Background: an optimization exercise with open tools, aiming at small area. Do not read the settings as production practice. Function was checked by simulation only, so behaviour that the tests miss may differ from the original. Power is estimated from default activity; no workload was simulated.

## job 104
Design dht22_ctrl, start of the top module:
module dht22_ctrl #(
    parameter integer CLKS_PER_US     = 3,
    parameter integer START_LOW_US    = 2000,
    parameter integer MIN_INTERVAL_MS = 10,
    parameter integer ACK_TIMEOUT_US  = 200,
    parameter integer CAL_TIMEOUT_US  = 200,
    parameter integer LEAD_SLACK_US   = 30,
    parameter integer SETTLE_US       = 40,
    parameter integer CLASS_THRESH_US = 40,
    parameter integer CAL_MAX_BITS    = 40
) (
    input  wire        clk,
    input  wire        rst,
    input  wire        bus_req,
    input  wire        bus_we,
    input  wire [3:0]  bus_addr,
    input  wire [31:0] bus_wdata,
    output wire        bus_ack,
    output reg  [31:0] bus_rdata,
    input  wire        line_in,
    output reg         line_oe,
    output reg         line_out
);
For scale: about 1,200 cells after synthesis, ~76 I/O pins, ~13,000 um^2 of cells after synthesis.
Settings: LEC_CHECK=0, CAP_MARGIN=20, CORE_MARGIN=2, CORE_UTILIZATION=65, GPL_TIMING_DRIVEN=0, SLEW_MARGIN=20; clock period 10.0 ns.
standard.sh (not shown) runs the stock make flow with config.mk's settings and CLKGATE_MAP_FILE= SYNTH_SCRIPT=/design/flow/synth_recipe.tcl, a recipe that flattens the netlist after the stock synthesis.
==> flow/flow/run.sh <==
#!/bin/bash
# Layout flow: the standard synthesis, then the combinational logic between
# the registers is re-mapped by ABC for area (registers, their names and cell
# types are kept), then the standard layout from that netlist, with the
# ports buffered by the smallest buffer and a clock tree of small buffers.
# Each tool's output goes to a log file here.
set -euo pipefail
here=$(pwd)
res=$here/orfs/results/$FLOW_PLATFORM/dht22_ctrl/base
lib=$FLOW_HOME/platforms/$FLOW_PLATFORM/lib/sky130_fd_sc_hd__tt_025C_1v80.lib
yosys_bin=$FLOW_HOME/../tools/install/yosys/bin/yosys
[[ -x $yosys_bin ]] || yosys_bin=yosys

# 1. standard synthesis
bash standard.sh synth > synth.log 2>&1

# 2. area re-mapping of the combinational logic
dont_use=""
for c in $(sed -n '/^export DONT_USE_CELLS/,/^$/p' $FLOW_HOME/platforms/$FLOW_PLATFORM/config.mk | tr -d '\\' | tr ' ' '\n' | grep '^sky130'); do
  dont_use="$dont_use -dont_use $c"
done
cp $res/1_2_yosys.v $here/synth_standard.v
cat > reopt.ys <<EOY
read_liberty -ignore_miss_func $lib
read_verilog $here/synth_standard.v
hierarchy -top $FLOW_TOP
setattr -mod -set keep_hierarchy 1 sky130_fd_sc_hd__dfxtp_1 sky130_fd_sc_hd__dfxtp_2 sky130_fd_sc_hd__dfxtp_4 sky130_fd_sc_hd__edfxtp_1 sky130_fd_sc_hd__conb_1
flatten
opt_clean -purge
abc -liberty $lib $dont_use -script $here/flow/area.abc
splitnets
opt_clean -purge
hilomap -singleton -hicell sky130_fd_sc_hd__conb_1 HI -locell sky130_fd_sc_hd__conb_1 LO
select $FLOW_TOP
insbuf -buf sky130_fd_sc_hd__buf_4 A X
write_verilog -noattr -nohex -nodec -selected $here/synth_reopt.v
EOY
# keep the standard netlist if the re-mapping fails or changes the registers
if $yosys_bin -s reopt.ys > reopt.log 2>&1; then
  n_std=$(grep -cE '^ *sky130_fd_sc_hd__e?dfxtp_[0-9]+ ' synth_standard.v || true)
  n_new=$(grep -cE '^ *sky130_fd_sc_hd__e?dfxtp_[0-9]+ ' synth_reopt.v || true)
  n_all=$(grep -cE '^ *sky130_fd_sc_hd__' synth_reopt.v || true)
  if [[ $n_std -gt 0 && $n_std -eq $n_new && $n_all -gt $((n_new + 100)) ]]; then
    cp $here/synth_reopt.v $res/1_2_yosys.v
    rm -f $res/1_synth.odb $res/1_synth.sdc
  fi
fi

# 3. layout
export BUFFER_PORTS_ARGS="-buffer_cell sky130_fd_sc_hd__buf_1"
export CTS_ARGS="-sink_clustering_enable -repair_clock_nets -dont_use_dummy_load -root_buf sky130_fd_sc_hd__clkbuf_8 -tree_buf sky130_fd_sc_hd__clkbuf_8 -buf_list sky130_fd_sc_hd__clkbuf_4 -sink_clustering_size 10 -sink_clustering_max_diameter 45"
bash standard.sh > layout.log 2>&1
==> flow/flow/area.abc <==
strash
&get -n
&fraig -x
&put
scorr
dc2
dc2
strash
&get -n
&syn2
&dc2
&dch -f
&nf -R 1000
&put
strash
&get -n
&dch -f
&nf -R 1000
&put
In summary, job 104 completed successfully, with a layout that passed the timing, DRC and antenna checks.
Inputs modified between job 104 and job 103:
--- a/flow/flow/run.sh
+++ b/flow/flow/run.sh
@@ -36,17 +36,10 @@
 write_verilog -noattr -nohex -nodec -selected $here/synth_reopt.v
 EOY
-# keep the standard netlist if the re-mapping fails or changes the registers
-if $yosys_bin -s reopt.ys > reopt.log 2>&1; then
-  n_std=$(grep -cE '^ *sky130_fd_sc_hd__e?dfxtp_[0-9]+ ' synth_standard.v || true)
-  n_new=$(grep -cE '^ *sky130_fd_sc_hd__e?dfxtp_[0-9]+ ' synth_reopt.v || true)
-  n_all=$(grep -cE '^ *sky130_fd_sc_hd__' synth_reopt.v || true)
-  if [[ $n_std -gt 0 && $n_std -eq $n_new && $n_all -gt $((n_new + 100)) ]]; then
-    cp $here/synth_reopt.v $res/1_2_yosys.v
-    rm -f $res/1_synth.odb $res/1_synth.sdc
-  fi
-fi
+$yosys_bin -s reopt.ys > reopt.log 2>&1
+cp $here/synth_reopt.v $res/1_2_yosys.v
+rm -f $res/1_synth.odb $res/1_synth.sdc
 
 # 3. layout
 export BUFFER_PORTS_ARGS="-buffer_cell sky130_fd_sc_hd__buf_1"
-export CTS_ARGS="-sink_clustering_enable -repair_clock_nets -dont_use_dummy_load -root_buf sky130_fd_sc_hd__clkbuf_8 -tree_buf sky130_fd_sc_hd__clkbuf_8 -buf_list sky130_fd_sc_hd__clkbuf_4 -sink_clustering_size 10 -sink_clustering_max_diameter 45"
+export CTS_ARGS="-sink_clustering_enable -repair_clock_nets -dont_use_dummy_load -buf_list sky130_fd_sc_hd__clkbuf_4 -sink_clustering_size 10 -sink_clustering_max_diameter 40"
 bash standard.sh > layout.log 2>&1
--- a/flow/flow/area.abc
+++ b/flow/flow/area.abc
@@ -13,7 +13,2 @@
 &nf -R 1000
 &put
-strash
-&get -n
-&dch -f
-&nf -R 1000
-&put
Results
- Looking at the reports, job 103 completed the entire flow and the layout it produced met the timing, DRC and antenna checks.
- Job 103 contains more vias than job 104.
- Job 103 ends up with higher time the worst path needs with I/O delays and setup than job 104 does.
- The worst setup slack in job 103 sits 55 ps below the value recorded for job 104.
- Global-route congestion overflow total came out exactly the same in job 104 and job 103.
- Looking at worst setup path startpoint, the bus_addr[2] result is from job 103; the pre[1] one comes from job 104.
- Top fanout value on the critical path came out exactly the same in job 104 and job 103.
- Going from job 104 to job 103, net count after synthesis went up by 6, synthesized cell count went up by about 0.5%.
- Against job 104, job 103 comes in 0.66% lower on estimated wirelength of the detail-placed design.
- For post-route total power, job 104 and job 103 come out practically identical.
- Diff job 104 and job 103: global-route wire length before repair higher in job 104

what the ideal ports hide:
The flow's constraints put no driver on any port. The routed layouts listed below were extracted and timed again, unchanged, in two steps. Step 1: set_driving_cell puts a clkbuf_16 on clk and a buf_2 on each other input, an assumption about the parent block. Step 2 moves the port delays by t, midway between the first and last clock arrival at a register: inputs arrive t later, outputs are due t later. That takes back most of the time a late clock gives input paths. a / b / c = ideal ports / drivers / drivers and shift; a / b = the first two.
| run | t, ns | slack for setup (ns) | worst hold slack (ns) | clock arrival spread, ns |
|---|---|---|---|---|
| job 104 | 0.578 | 3.157 / 3.157 / 3.157 | 0.329 / 0.329 / 0.329 | 0.062 / 0.062 |
| job 103 | 0.696 | 3.102 / 3.071 / 3.071 | 0.329 / 0.329 / 0.329 | 0.110 / 0.109 |
After both steps setup and hold are still met in every run listed. The setup slack of job 103, which loses most, moves by -0.031 ns with the drivers and by -0.031 ns with both steps.
